What follows belongs to an exercise in optimizing a design on an open flow for a short achievable clock period and few clock cycles; a production flow would make more cautious choices. Function was checked by simulation only, so behaviour that the tests miss may differ from the original. No activity file was given, so power comes from the tool's default toggle rates.

==> flow/design.v <==
module vm16_core (
  input  wire         clk,
  input  wire         rst,         
  input  wire         start,       
  output wire         done,        
  output reg  [2:0]   err,         
  output wire [191:0] regs,        
  output reg          mem_req,
  output reg          mem_we,
  output reg  [15:0]  mem_addr,
  output reg  [15:0]  mem_wdata,
  input  wire         mem_ready,
  input  wire [15:0]  mem_rdata
);
  localparam [2:0] E_OK    = 3'd0;
  localparam [2:0] E_MEM   = 3'd3;    
  localparam [2:0] E_OPC   = 3'd4;    
  localparam [2:0] E_SOVF  = 3'd5;    
  localparam [2:0] E_SUNF  = 3'd6;    
  localparam [1:0] P_EX   = 2'd0;     
  localparam [1:0] P_X1   = 2'd1;     
  localparam [1:0] P_STK  = 2'd2;     
  localparam [1:0] P_FIN  = 2'd3;     
  localparam [1:0] X_ST   = 2'd0;     
  localparam [1:0] X_LD   = 2'd1;     
  localparam [1:0] X_PUSH = 2'd2;
  localparam [1:0] X_POP  = 2'd3;
  localparam integer QN = 8;          
  reg [191:0]    rf;                  
  reg [15:0]     fbc;                 
  reg [1:0]      ph;
  reg [1:0]      xk;                  
  reg            scall;               
  reg            busy;                
  reg            done_r;
  reg [3:0]      k;                   
  reg [3:0]      dreg;                
  reg [15:0]     val;                 
  reg [15:0]     fsz;                 
  reg [15:0]     nargs;               
  reg            pv;                  
  reg            pr;                  
  reg            pj;                  
  reg [8*QN-1:0] q;                   
  reg [4*QN-1:0] qm;                  
  reg [3*QN-1:0] qi;                  
  reg [3:0]      qn;                  
  reg [15:0]     fa;                  
  assign regs = rf;
  assign done = done_r;
  function automatic [3:0] mod12(input [7:0] b);
    reg [7:0] m;
    begin
      m = b % 8'd12;
      mod12 = m[3:0];
    end
  endfunction
  wire [15:0] pc  = rf[15:0];
  wire [15:0] acc = rf[31:16];
  wire [15:0] sp  = rf[175:160];
  wire [15:0] fp  = rf[191:176];
  wire [7:0] op = q[7:0];
  wire [7:0] b1 = q[15:8];
  wire [7:0] b2 = q[23:16];
  wire [7:0] b3 = q[31:24];
  wire [7:0] b4 = q[39:32];
  wire [3:0] m1 = qm[7:4];
  wire [3:0] m2 = qm[11:8];
  wire [3:0] m3 = qm[15:12];
  wire o_movlr = (op == 8'h10);
  wire o_movrr = (op == 8'h11);
  wire o_movrm = (op == 8'h12);
  wire o_movmr = (op == 8'h13);
  wire o_add   = (op == 8'h14);
  wire o_jne   = (op == 8'h15);
  wire o_pushl = (op == 8'h16);
  wire o_pushr = (op == 8'h17);
  wire o_pop   = (op == 8'h18);
  wire o_calll = (op == 8'h19);
  wire o_callr = (op == 8'h1A);
  wire o_ret   = (op == 8'h1B);
  wire o_valid = (op[7:4] == 4'h1) && (op[3:0] <= 4'hB);
  function automatic [2:0] oplen(input [7:0] b);
    begin
      case (b[3:0])
        4'h0, 4'h2, 4'h3: oplen = 3'd4;
        4'h1, 4'h4, 4'h6, 4'h9: oplen = 3'd3;
        4'h5: oplen = 3'd5;
        4'h7, 4'h8, 4'hA: oplen = 3'd2;
        default: oplen = 3'd1;
      endcase
    end
  endfunction
  wire [2:0] ilen = qi[2:0];
  wire [2:0] e0 = (o_movlr || o_movmr || o_jne || o_pushl || o_calll) ? 3'd3 : 3'd2;
  reg  [15:0] pc1, pc2, pc3, pc4, pc5;
  reg [15:0] pcl;
  always @(*) begin
    case (ilen)
      3'd1: pcl = pc1;
      3'd2: pcl = pc2;
      3'd3: pcl = pc3;
      3'd4: pcl = pc4;
      default: pcl = pc5;
    endcase
  end
  function automatic [15:0] rdx(input [3:0] i, input [191:0] r, input [15:0] ip);
    begin
      case (i)
        4'd0:  rdx = ip;
        4'd1:  rdx = r[31:16];
        4'd2:  rdx = r[47:32];
        4'd3:  rdx = r[63:48];
        4'd4:  rdx = r[79:64];
        4'd5:  rdx = r[95:80];
        4'd6:  rdx = r[111:96];
        4'd7:  rdx = r[127:112];
        4'd8:  rdx = r[143:128];
        4'd9:  rdx = r[159:144];
        4'd10: rdx = r[175:160];
        default: rdx = r[191:176];
      endcase
    end
  endfunction
  wire [15:0] rd1a = rdx(m1, rf, pc3);    
  wire [15:0] rd2a = rdx(m2, rf, pc3);
  wire [15:0] rd1b = rdx(m1, rf, pc2);    
  wire [15:0] lit = {b1, b2};
  wire [15:0] imm2 = {b3, b4};
  wire [15:0] addr_rm = {b2, b3};
  reg  pc_ffff;                       
  wire fa_end  = (fa == 16'hFFFF);
  wire have    = (qn >= {1'b0, ilen});
  wire ex_rdy  = pc_ffff || ((qn != 4'd0) && (!o_valid || have || fa_end));
  wire jne_tk  = (acc != lit);
  wire sp_lt2  = (sp < 16'd2);
  wire sp_lt4  = (sp < 16'd4);
  wire sp_ffff = (sp == 16'hFFFF);
  wire [15:0] sp_p2 = sp + 16'd2;
  wire [15:0] sp_p4 = sp + 16'd4;
  wire [15:0] sp_m2 = sp - 16'd2;
  wire sp_hi   = (sp >= 16'hFFFD);
  wire sp2_hi  = (sp >= 16'hFFFB);    
  wire fp_hi   = (fp >= 16'hFFFD);
  wire act = busy || start;
  localparam integer FD = 4;
  reg [FD-1:0]     fc_v;
  reg [16*FD-1:0]  fc_t;              
  reg [160*FD-1:0] fc_d;
  wire [15:0]  fc_w0 = fc_d[15:0];
  wire         fc_hit = fc_v[0] && (fc_t[15:0] == fp);
  wire [15:0]  fp20 = fp + 16'd20;
  wire [15:0]  fp22 = fp + 16'd22;
  wire         fp20_hi = (fp20 >= 16'hFFFD);
  wire xfer    = pv && mem_ready;                  
  wire fetched = !pv && !pr && !pj && mem_req && mem_ready;    
  reg  [12:0] wb_lo, wb_hi;
  wire w_hit = (mem_addr[15:3] == wb_lo) || (mem_addr[15:3] == wb_hi);
  function automatic [15:0] pushv(input [3:0] j, input [191:0] r, input [15:0] f);
    begin
      case (j)
        4'd0: pushv = r[47:32];
        4'd1: pushv = r[63:48];
        4'd2: pushv = r[79:64];
        4'd3: pushv = r[95:80];
        4'd4: pushv = r[111:96];
        4'd5: pushv = r[127:112];
        4'd6: pushv = r[143:128];
        4'd7: pushv = r[159:144];
        4'd8: pushv = r[15:0];
        default: pushv = f + 16'd2;
      endcase
    end
  endfunction
  reg [191:0]    rf_n;
  reg [15:0]     fbc_n, val_n, fsz_n, nargs_n;
  reg [1:0]      ph_n, xk_n;
  reg            scall_n;
  reg [2:0]      err_n;
  reg [3:0]      k_n, dreg_n;
  reg            pv_n, pwe_n;         
  reg [15:0]     pa_n, pd_n;
  reg            commit;              
  reg            flush;               
  reg            jflush;              
  reg            fin;                 
  reg            fc_push, fc_pop;
  reg [1:0]      sp_mv;               
  reg            fp_mv;               
  wire [17:0] sp_2n   = {2'b00, sp} + {1'b0, nargs, 1'b0};
  wire        n_fits  = (sp_2n <= 18'h0FFFE);
  wire [15:0] sp_stop = sp[0] ? 16'hFFFD : 16'hFFFE;
  wire [15:0] fbc_stop = fbc + sp + (sp[0] ? 16'd3 : 16'd2);    
  wire [15:0] fbc_2n  = fbc - {nargs[14:0], 1'b0};
  wire [16:0] fp_sum  = {1'b0, fp} + {1'b0, fsz};
  integer i;
  always @(*) begin
    rf_n    = rf;
    fbc_n   = fbc;
    val_n   = val;
    fsz_n   = fsz;
    nargs_n = nargs;
    ph_n    = ph;
    xk_n    = xk;
    scall_n = scall;
    k_n     = k;
    dreg_n  = dreg;
    err_n   = err;
    pv_n    = pv;
    pwe_n   = mem_we;
    pa_n    = mem_addr;
    pd_n    = mem_wdata;
    commit  = 1'b0;
    flush   = 1'b0;
    jflush  = 1'b0;
    fin     = 1'b0;
    fc_push = 1'b0;
    fc_pop  = 1'b0;
    sp_mv   = 2'd0;
    fp_mv   = 1'b0;
    if (act) begin
      case (ph)
        P_EX: if (ex_rdy) begin
          if (pc_ffff) begin
            err_n = E_MEM; fin = 1'b1; flush = 1'b1;
          end else if (!o_valid) begin
            err_n = E_OPC; fin = 1'b1;
          end else if (!have) begin
            rf_n[15:0] = (qn < {1'b0, e0}) ? pc1 : (e0 == 3'd3) ? pc3 : pc2;
            err_n = E_MEM; fin = 1'b1; flush = 1'b1;
          end else begin
            err_n = E_OK;
            commit = 1'b1;
            rf_n[15:0] = pcl;
            case (1'b1)
              o_movlr: begin
                for (i = 0; i < 12; i = i + 1) if (m3 == i) rf_n[16*i +: 16] = lit; if (m3 == 4'd10) sp_mv = 2'd3; if (m3 == 4'd11) fp_mv = 1'b1;
                fin = 1'b1;
                if (m3 == 4'd0) flush = 1'b1;
              end
              o_movrr: begin
                for (i = 0; i < 12; i = i + 1) if (m2 == i) rf_n[16*i +: 16] = rd1a; if (m2 == 4'd10) sp_mv = 2'd3; if (m2 == 4'd11) fp_mv = 1'b1;
                fin = 1'b1;
                if (m2 == 4'd0) flush = 1'b1;
              end
              o_movrm: begin
                if (addr_rm == 16'hFFFF) begin
                  err_n = E_MEM; fin = 1'b1; flush = 1'b1;
                end else begin
                  pv_n = 1'b1; pwe_n = 1'b1; pa_n = addr_rm; pd_n = rd1b;
                  xk_n = X_ST; ph_n = P_X1;
                end
              end
              o_movmr: begin
                if (lit == 16'hFFFF) begin
                  err_n = E_MEM; fin = 1'b1; flush = 1'b1;
                end else if (pr) begin
                  if (mem_ready) begin
                    for (i = 0; i < 12; i = i + 1) if (m3 == i) rf_n[16*i +: 16] = mem_rdata; if (m3 == 4'd10) sp_mv = 2'd3; if (m3 == 4'd11) fp_mv = 1'b1;
                    fin = 1'b1;
                    if (m3 == 4'd0) flush = 1'b1;
                  end else begin
                    commit = 1'b0; rf_n[15:0] = pc;
                  end
                end else begin
                  pv_n = 1'b1; pwe_n = 1'b0; pa_n = lit;
                  dreg_n = m3; xk_n = X_LD; ph_n = P_X1;
                end
              end
              o_add: begin
                rf_n[31:16] = rd1a + rd2a;
                fin = 1'b1;
              end
              o_jne: begin
                if (jne_tk) begin
                  rf_n[15:0] = imm2;
                  if (pj) jflush = 1'b1;
                  else    flush = 1'b1;
                end
                fin = 1'b1;
              end
              o_pushl, o_pushr, o_calll, o_callr: begin
                if (sp_lt2) begin
                  err_n = E_SOVF; fin = 1'b1; flush = 1'b1;
                end else if (sp_ffff) begin
                  err_n = E_MEM; fin = 1'b1; flush = 1'b1;
                end else begin
                  pv_n = 1'b1; pwe_n = 1'b1; pa_n = sp;
                  pd_n = o_pushl ? lit : o_pushr ? rd1b : rf[47:32];
                  val_n = o_calll ? lit : rd1b;
                  xk_n = X_PUSH;
                  k_n = 4'd0;
                  scall_n = 1'b1;
                  ph_n = (o_calll || o_callr) ? P_STK : P_X1;
                end
              end
              o_pop: begin
                if (sp_hi) begin
                  err_n = E_SUNF; fin = 1'b1; flush = 1'b1;
                end else if (pr) begin
                  if (mem_ready) begin
                    rf_n[175:160] = sp_p2; sp_mv = 2'd1;
                    fbc_n = fbc - 16'd2;
                    for (i = 0; i < 12; i = i + 1) if (m1 == i) rf_n[16*i +: 16] = mem_rdata; if (m1 == 4'd10) sp_mv = 2'd3; if (m1 == 4'd11) fp_mv = 1'b1;
                    fin = 1'b1;
                    if (m1 == 4'd0) flush = 1'b1;
                  end else begin
                    commit = 1'b0; rf_n[15:0] = pc;
                  end
                end else begin
                  pv_n = 1'b1; pwe_n = 1'b0; pa_n = sp_p2;
                  dreg_n = m1; xk_n = X_POP; ph_n = P_X1;
                end
              end
              default: begin    
                scall_n = 1'b0;
                fc_pop = 1'b1;
                if (fc_hit) begin
                  rf_n[15:0] = fc_d[31:16];
                  for (i = 1; i <= 8; i = i + 1) rf_n[16*(i+1) +: 16] = fc_d[16*(10-i) +: 16];
                  fsz_n = fc_w0;
                  rf_n[175:160] = fp20; sp_mv = 2'd3;
                  fbc_n = fc_w0 - 16'd20;
                  flush = 1'b1;
                  if (fp20_hi) begin
                    err_n = E_SUNF; fin = 1'b1;
                  end else if (pr) begin
                    if (mem_ready) begin
                      rf_n[175:160] = fp22; sp_mv = 2'd3;
                      fbc_n = fc_w0 - 16'd22;
                      nargs_n = mem_rdata;
                      ph_n = P_FIN;
                    end else begin
                      rf_n = rf; fbc_n = fbc; fsz_n = fsz; commit = 1'b0;
                      flush = 1'b0; fc_pop = 1'b0;
                    end
                  end else begin
                    pv_n = 1'b1; pwe_n = 1'b0; pa_n = fp22;
                    k_n = 4'd10; ph_n = P_STK;
                  end
                end else begin
                  rf_n[175:160] = fp; sp_mv = 2'd3;
                  if (fp_hi) begin
                    err_n = E_SUNF; fin = 1'b1; flush = 1'b1;
                  end else begin
                    pv_n = 1'b1; pwe_n = 1'b0; pa_n = fp + 16'd2;
                    k_n = 4'd0; ph_n = P_STK;
                  end
                end
              end
            endcase
          end
        end
        P_X1: if (mem_ready) begin
          pv_n = 1'b0;
          fin = 1'b1;
          case (xk)
            X_ST: if (w_hit) flush = 1'b1;
            X_LD: begin
              for (i = 0; i < 12; i = i + 1) if (dreg == i) rf_n[16*i +: 16] = mem_rdata; if (dreg == 4'd10) sp_mv = 2'd3; if (dreg == 4'd11) fp_mv = 1'b1;
              if (dreg == 4'd0) flush = 1'b1;
            end
            X_PUSH: begin
              rf_n[175:160] = sp_m2; sp_mv = 2'd2;
              fbc_n = fbc + 16'd2;
              if (w_hit) flush = 1'b1;
            end
            default: begin    
              rf_n[175:160] = sp_p2; sp_mv = 2'd1;
              fbc_n = fbc - 16'd2;
              for (i = 0; i < 12; i = i + 1) if (dreg == i) rf_n[16*i +: 16] = mem_rdata; if (dreg == 4'd10) sp_mv = 2'd3; if (dreg == 4'd11) fp_mv = 1'b1;
              if (dreg == 4'd0) flush = 1'b1;
            end
          endcase
        end
        P_STK: if (mem_ready) begin
          if (scall) begin
            rf_n[175:160] = sp_m2; sp_mv = 2'd2;
            fbc_n = fbc + 16'd2;
            k_n = k + 4'd1;
            if (w_hit) flush = 1'b1;
            if (k == 4'd9) begin
              rf_n[191:176] = sp_m2; fp_mv = 1'b1;
              fbc_n = 16'd0;
              rf_n[15:0] = val;
              pv_n = 1'b0;
              fin = 1'b1; flush = 1'b1; fc_push = 1'b1;
            end else if (sp_lt4) begin
              pv_n = 1'b0;
              err_n = E_SOVF; fin = 1'b1;
            end else begin
              pa_n = sp_m2;
              pd_n = pushv(k + 4'd1, rf, fbc + 16'd2);
            end
          end else begin
            rf_n[175:160] = sp_p2; sp_mv = 2'd1;
            fbc_n = fbc - 16'd2;
            k_n = k + 4'd1;
            pa_n = sp_p4;
            case (k)
              4'd0: begin fsz_n = mem_rdata; fbc_n = mem_rdata - 16'd2; end
              4'd1: begin rf_n[15:0] = mem_rdata; flush = 1'b1; end
              4'd2: rf_n[159:144] = mem_rdata;    
              4'd3: rf_n[143:128] = mem_rdata;
              4'd4: rf_n[127:112] = mem_rdata;
              4'd5: rf_n[111:96]  = mem_rdata;
              4'd6: rf_n[95:80]   = mem_rdata;
              4'd7: rf_n[79:64]   = mem_rdata;
              4'd8: rf_n[63:48]   = mem_rdata;
              4'd9: rf_n[47:32]   = mem_rdata;    
              default: begin nargs_n = mem_rdata; ph_n = P_FIN; pv_n = 1'b0; end
            endcase
            if (k != 4'd10 && sp2_hi) begin
              pv_n = 1'b0;
              err_n = E_SUNF; fin = 1'b1;
            end
          end
        end
        default: begin    
          rf_n[175:160] = n_fits ? sp_2n[15:0] : sp_stop; sp_mv = 2'd3;
          fbc_n = n_fits ? fbc_2n : fbc_stop;
          fin = 1'b1;
          if (!n_fits)              err_n = E_SUNF;
          else if (fp_sum[16])      err_n = E_MEM;
          else                      rf_n[191:176] = fp_sum[15:0]; fp_mv = 1'b1;
        end
      endcase
    end
  end
  reg [8*QN-1:0] q_n;
  reg [4*QN-1:0] qm_n;
  reg [3*QN-1:0] qi_n;
  reg [3:0]      qn_n;
  reg [15:0]     fa_n;
  reg [3:0]      qb;
  wire [3:0] fm_hi = mod12(mem_rdata[15:8]);
  wire [3:0] fm_lo = mod12(mem_rdata[7:0]);
  wire [2:0] fi_hi = oplen(mem_rdata[15:8]);
  wire [2:0] fi_lo = oplen(mem_rdata[7:0]);
  wire       f_one = (fa == 16'hFFFE);    
  always @(*) begin
    q_n  = q;
    qm_n = qm;
    qi_n = qi;
    qb   = qn;
    if (commit) begin
      q_n  = q  >> (8 * ilen);
      qm_n = qm >> (4 * ilen);
      qi_n = qi >> (3 * ilen);
      qb   = qn - {1'b0, ilen};
    end
    if (jflush) begin
      q_n[15:0] = {mem_rdata[7:0], mem_rdata[15:8]};
      qm_n[7:0] = {fm_lo, fm_hi};
      qi_n[5:0] = {fi_lo, fi_hi};
    end else begin
      for (i = 0; i < QN; i = i + 1) begin
        if (i == qb)        begin q_n[8*i +: 8] = mem_rdata[15:8]; qm_n[4*i +: 4] = fm_hi; qi_n[3*i +: 3] = fi_hi; end
        if (i == qb + 4'd1) begin q_n[8*i +: 8] = mem_rdata[7:0];  qm_n[4*i +: 4] = fm_lo; qi_n[3*i +: 3] = fi_lo; end
      end
    end
    qn_n = qb;
    fa_n = fa;
    if (jflush) begin
      qn_n = !mem_ready ? 4'd0 : (imm2 == 16'hFFFF) ? 4'd0 : (imm2 == 16'hFFFE) ? 4'd1 : 4'd2;
      fa_n = !mem_ready ? imm2 : (imm2 == 16'hFFFF) ? imm2 : (imm2 == 16'hFFFE) ? 16'hFFFF : imm2 + 16'd2;
    end else if (flush) begin
      qn_n = 4'd0;
      fa_n = rf_n[15:0];
    end else if (fetched) begin
      qn_n = qb + (f_one ? 4'd1 : 4'd2);
      fa_n = fa + (f_one ? 16'd1 : 16'd2);
    end
  end
  wire             wr_now = pv && mem_we && mem_ready;
  reg [FD-1:0]     fc_v_n, fc_vk;
  reg [16*FD-1:0]  fc_t_n;
  reg [160*FD-1:0] fc_d_n;
  reg [159:0]      fc_new;
  reg [15:0]       fde;
  always @(*) begin
    for (i = 0; i < FD; i = i + 1) begin
      fde = mem_addr - fc_t[16*i +: 16];
      fc_vk[i] = fc_v[i] && !(wr_now && fde >= 16'd1 && fde <= 16'd21);
    end
    fc_new[15:0]  = mem_wdata;                  
    fc_new[31:16] = pc;
    for (i = 1; i <= 8; i = i + 1) fc_new[16*(10-i) +: 16] = rf[16*(i+1) +: 16];
    fc_v_n = fc_vk;
    fc_t_n = fc_t;
    fc_d_n = fc_d;
    if (fc_push) begin
      fc_v_n = {fc_vk[FD-2:0], 1'b1};
      fc_t_n = {fc_t[16*FD-17:0], sp_m2};
      fc_d_n = {fc_d[160*FD-161:0], fc_new};
    end else if (fc_pop) begin
      fc_v_n = {1'b0, fc_vk[FD-1:1]};
      fc_t_n = {16'd0, fc_t[16*FD-1:16]};
      fc_d_n = {160'd0, fc_d[160*FD-1:160]};
    end
  end
  wire f_ok_n = (fa_n != 16'hFFFF) && (qn_n <= QN - 2);
  wire pv_nn  = pv_n && !fin;
  wire [7:0]  nop   = q_n[7:0];
  wire [15:0] nlit  = {q_n[15:8], q_n[23:16]};
  wire [15:0] nimm2 = {q_n[31:24], q_n[39:32]};
  wire [15:0] nsp   = rf_n[175:160];
  wire [15:0] nfp   = rf_n[191:176];
  wire [15:0] nfp20 = nfp + 16'd20;
  wire        n_ex  = (fin || ph_n == P_EX) && !pv_nn;
  wire        n_ld  = (nop == 8'h13) && (qn_n >= 4'd4) && (nlit != 16'hFFFF);
  wire        nsp_ok = (sp_mv == 2'd0) || (sp_mv == 2'd1) || (sp_mv == 2'd2);
  wire [15:0] nsp_p2 = (sp_mv == 2'd1) ? sp_p4 : (sp_mv == 2'd2) ? sp : sp_p2;
  wire        nsp_hi = (sp_mv == 2'd1) ? sp2_hi : (sp_mv == 2'd2) ? (sp >= 16'hFFFF) : sp_hi;
  wire        nx_pop = (nop == 8'h18) && (qn_n >= 4'd2) && nsp_ok && !nsp_hi;
  wire        n_ret = (nop == 8'h1B) && (qn_n != 4'd0) && !fp_mv && fc_v_n[0] && (fc_t_n[15:0] == fp) && !fp20_hi;
  wire        n_jne = (nop == 8'h15) && (qn_n >= 4'd5) && (nimm2 != 16'hFFFF);
  wire        pr_n  = n_ex && (n_ld || nx_pop || n_ret);
  wire        pj_n  = n_ex && n_jne;
  wire [15:0] pra_n = n_ld ? nlit : nx_pop ? nsp_p2 : fp22;
  always @(posedge clk) begin
    fc_t <= fc_t_n;
    fc_d <= fc_d_n;
    if (rst) fc_v <= {FD{1'b0}};
    else     fc_v <= fc_v_n;
  end
  wire [15:0] wb_lo_n = rf_n[15:0] - 16'd1;
  wire [15:0] wb_hi_n = rf_n[15:0] + 16'd7;
  always @(posedge clk) begin
    if (rst) begin
      rf        <= {16'hFFFE, 16'hFFFE, 160'd0};    
      fbc       <= 16'd0;
      pc1       <= 16'd1;
      pc2       <= 16'd2;
      pc3       <= 16'd3;
      pc4       <= 16'd4;
      pc5       <= 16'd5;
      pc_ffff   <= 1'b0;
      wb_lo     <= 13'h1FFF;
      wb_hi     <= 13'h0000;
      ph        <= P_EX;
      busy      <= 1'b0;
      done_r    <= 1'b0;
      err       <= E_OK;
      k         <= 4'd0;
      qn        <= 4'd0;
      fa        <= 16'd0;
      pv        <= 1'b0;
      pr        <= 1'b0;
      pj        <= 1'b0;
      mem_req   <= 1'b1;
      mem_we    <= 1'b0;
      mem_addr  <= 16'd0;
    end else begin
      rf        <= rf_n;
      pc1       <= rf_n[15:0] + 16'd1;
      pc2       <= rf_n[15:0] + 16'd2;
      pc3       <= rf_n[15:0] + 16'd3;
      pc4       <= rf_n[15:0] + 16'd4;
      pc5       <= rf_n[15:0] + 16'd5;
      pc_ffff   <= (rf_n[15:0] == 16'hFFFF);
      wb_lo     <= wb_lo_n[15:3];
      wb_hi     <= wb_hi_n[15:3];
      fbc       <= fbc_n;
      ph        <= fin ? P_EX : ph_n;
      busy      <= act && !fin;
      done_r    <= act && fin;
      err       <= err_n;
      k         <= k_n;
      qn        <= qn_n;
      fa        <= fa_n;
      pv        <= pv_nn;
      pr        <= pr_n;
      pj        <= pj_n && !pr_n;
      mem_req   <= pv_nn || pr_n || pj_n || f_ok_n;
      mem_we    <= pv_nn && pwe_n;
      mem_addr  <= pv_nn ? pa_n : pr_n ? pra_n : pj_n ? nimm2 : fa_n;
    end
    mem_wdata <= pd_n;
    xk    <= xk_n;
    scall <= scall_n;
    dreg  <= dreg_n;
    val   <= val_n;
    fsz   <= fsz_n;
    nargs <= nargs_n;
    q     <= q_n;
    qm    <= qm_n;
    qi    <= qi_n;
  end
endmodule
==> flow/run.sh <==
#!/bin/bash
# synth_recipe.tcl (not shown) runs the flow's synth.tcl, then flattens the netlist and writes it again
# the make line also repeats each setting of config.mk as NAME=value (left out here)
make -C /OpenROAD-flow-scripts/flow DESIGN_CONFIG=/design/flow/config.mk WORK_HOME=/design/flow/orfs CLKGATE_MAP_FILE= SYNTH_SCRIPT=/design/flow/synth_recipe.tcl finish
==> flow/config.mk <==
export PLATFORM = sky130hd
export DESIGN_NAME = vm16_core
export DESIGN_NICKNAME = vm16_core
export VERILOG_FILES = /design/flow/design.v
export SDC_FILE = /design/flow/constraint.sdc
export NUM_CORES = 4
export LEC_CHECK = 0
export ABC_CLOCK_PERIOD_IN_PS = 4000
export CAP_MARGIN = 20
export CORE_MARGIN = 2
export CORE_UTILIZATION = 30
export PLACE_DENSITY = 0.5
export SETUP_SLACK_MARGIN = 3.5
export SLEW_MARGIN = 20
==> flow/constraint.sdc <==
create_clock -name core_clock -period 8.0 [get_ports {clk}]
set_input_delay 1.6000 -clock core_clock [delete_from_list [all_inputs] [get_ports {clk}]]
set_output_delay 1.6000 -clock core_clock [all_outputs]
set_load 0.01 [all_outputs]
==> flow_summary.ini <==
[yosys]
synth.most_common_cell = nand2_1
asyncSetResetFlopFracSynth_pct = 0
synth.top_cells.by_count = nand2_1 (2224), nor2_1 (923), o21ai_0 (810), a21oi_1 (801), edfxtp_1 (769)
synth.top_cells.by_area = edfxtp_1 (27%), dfxtp_1 (11%), nand2_1 (9.8%)
synth_instances = 10650
synthesis.area_um2 = 84870
synth.net_count = 10890
synth_warnings = 1
yosys.cell_types.count = 111
ys_ff_latch = 1256
sequential_cell_area_fraction_in_the_yosys_report_pct = 38.70
synth_top_flop_cell = edfxtp_1
avgSynthCellArea_um2 = 7.971
netlist.area_leader.share_pct = 27.21
synth_edf_count = 769
synth_area_leader_cell = edfxtp_1

[setup_path]
worstReg2RegEnd = mem_addr[1]$_SDFFE_PP0P_
regToRegSetupSlack_ps = 2530
reg2reg_from = rf[168]$_SDFFE_PP1P_
worst_ep_required_time_ps = 8750
endpoint = mem_addr[1]$_SDFFE_PP0P_
criticalPathCategory = flop to flop
worstPathArrival_ps = 6220
crit_start = rf[168]$_SDFFE_PP1P_
crit_fanout = 7
reg2regPathDepth = 20
endpoint_kind = flop
startpoint_type = flop

[placed_design]
placed_cell_area_um2 = 94570
gp_congestion = 1.054
numPortBuffers = 249
post-dp-hpwl_um = 423300

[floorplan]
floorplan.rows = 195
design.die.area_um2 = 287200
design.core.area_um2 = 281800
floorplan.die.width_um = 535.9
initial_core_util_pct = 30.12
chipHeight_um = 535.9
ioPinCount = 250

[route]
drc_errors = 0
vias_per_cell = 6.256
antenna_violating_nets_post_route = 0
via_count = 94730
dr.pass1.iters = 10
post_drt_wl_per_cell_um = 38.15
wirelength_um = 577600
detail_route.iter0.violations = 13950

[sta]
setup_violations = 0
report.final.slew_viol_count = 0
post-route-min-period_ps = 5465
max_slew.worst_pin.slew_ps = 1247
finalClockSkew_ps = 80.97
rsz0062_at_grt = yes
fin_tns_setup_ps = 0
relSlewSlack_pct = 16.13
fin_crit_sh_pct = 68.31
fin_hold_ws_ps = 479.0
hold_violations = 0
max_freq_mhz = 183.0

[cts]
cts.sink_count = 1256
ctsHtreeMaxLevel = 4
cts-hold-fix-buffers = 0
cts-root-to-sink-buffers = 4
tritoncts = done
cts.reportedPaths.clkPinSlew_ps = 60
cts_root_buf = clkbuf_16
clkLatencyLatePin_ps = 910
numCtsBuffers = 161

[power]
static-leakage-power_nw = 41.54
vdd_drop_max_v = 0.0001895
power.density_nw_per_um2 = 225.6
power.total_mw = 24.25

[layout]
design.final.nets = 11480
drive_above_1_share_pct = 18.19
final_area_um2 = 107500
syn2layout_area_growth_pct = 26.65
utilization_pct = 38.14

[grt]
antenna_found_initial = 83
grt-ovfl-total = 0
grt_pass1_wl_um = 766700
gr-usage-all-layers_pct = 38.56
largest_net_degree_at_the_start_of_global_routing = 224
first_global_vias = 87580

[run_status]
run_status = complete, no violations

[job]
timing.max_cap.violations = 0

[min_path]
worst_hold_startpoint = fc_d[585]$_SDFFCE_PN0P_
timing.hold.worst.class = flop to flop
==> power by group <==
| part | switching [mW] | internal, mW |
|---|---|---|
| Sequential | 0.655 | 7.24 |
| Clock | 3.23 | 4.28 |
| Combinational | 5.80 | 3.05 |
==> cell type report <==
class                      count  area, um2
fill                       28820     174300
multi-input combinational   8269      51790
sequential                  1256      32960
timing repair buffer        1274      11630
tap                         3743       4683
clock buffer                 219       4409
inverter                     277       1097
clock inverter                77      847.1
antenna                       27      67.56
==> through the flow <==
stage          cells  setup slack, ps
2_1_floorplan  10650             2123
3_3_place_gp   14420            875.5
3_5_place_dp   14430            845.9
4_1_cts        14980             2488
5_1_grt        15120             2411
6_report       15140             2535
==> cells by family (layout without fill, tap and decap cells) <==
| kind of cell | count (synthesis) | count (layout) | share of synthesized area [%] |
|---|---|---|---|
| fa+ha+maj | 224 | 224 | 3.408 |
| flops | 1256 | 1256 | 38.70 |
| xor+xnor | 423 | 423 | 4.381 |
| buf+inv | 1126 | 1847 | 5.079 |
| simple gates | 4269 | 4272 | 21.93 |
| compound gates | 3114 | 3114 | 23.52 |
| mux | 236 | 236 | 2.981 |
| other cells | 0 | 27 | 0 |
==> worst min path at each step <==
stage,to,slack (ps),cells after the start
global placement,q[4]$_DFF_P_,470,2
detailed placement,fc_d[352]$_DFFE_PP_,500,2
floorplan,q[4]$_DFF_P_,450,2
finish,fc_d[425]$_DFFE_PP_,480,2
global route,fc_d[425]$_DFFE_PP_,480,2
CTS,fc_d[425]$_DFFE_PP_,470,2
==> per-layer routing <==
metal | track usage, % | up-vias | part of all wire, %
li1 | - | 39600 | -
met1 | 48.95 | 46760 | 39
met2 | 55.77 | 6449 | 41
met3 | 10.13 | 1871 | 11
met4 | 29.13 | 46 | 9.3
met5 | 0 | - | 0.060
==> flip-flops by register name, indices dropped and copies added (netlist names), 16 cells and up <==
name and count:
q 64, fc_t 64, qi 24, pc5 16, val 16, mem_wdata 16, fbc 16, mem_addr 16
rf 192, nargs 16, fc_d 640, fsz 16, qm 28, fa 16
==> layout by cell type, fill, tap and decap left out, types with 232 or more instances in the layout <==
cell type / instances
edfxtp_1: 769
o21ai_0: 749
clkdlybuf4s50_1: 232
nor2_1: 867
nand2_1: 2180
dfxtp_1: 432
buf_4: 846
inv_1: 251
a21oi_1: 734
xnor2_1: 258
==> what timing repair did <==
action                                   CTS  global route
buffers inserted                         245           128
endpoints found under the hold margin      0             0
gates cloned                              11             6
resized for setup                        626           349
pin swaps                                159           141
endpoints found under the setup margin  1444          1086
==> worst max-delay path, stage by stage, from the launching register on <==
cell      delay (ps)
dfxtp_1          420
nand4_4          220
or4b_4           610
or2_1            300
o21ai_4          210
nor4_4            50
buf_4            170
buf_4            150
o211ai_1         260
o31a_1           290
a21oi_4          110
buf_4            190
o32ai_4          270
nand4_1          140
or4_4            600
o21a_4           260
o31ai_4          280
and2_4           250
buf_8            130
nand3_1           90
a221oi_1         280
Testbench counts, summed over its fixed seeds: cycles 49,581.

[static timing again, ports no longer ideal]
Ports are ideal in the flow. The routed layout listed here was re-timed in OpenROAD. Step 1 sets driving cells, clkbuf_16 on the clock port and buf_2 on the other inputs (assumed; they add their load-dependent delay and slew). Step 2, shift: input delay + t, output delay - t, t = (earliest + latest rising clock arrival at the registers) / 2. This alone moves slack from input paths to output paths. Slacks: no drivers / after step 1 / after step 2; pairs: no drivers / after step 1.
t (ns): 0.980
slack for setup (ns): 2.535 / 2.535 / 1.619
worst setup path at the end: input to register
worst slew at a driven data input, ns: 0.18
pins driven straight from the clock port: 1
After both steps this run still meets setup and hold. The setup slack of this run moves by 0.000 ns with the drivers and by -0.916 ns with both steps.
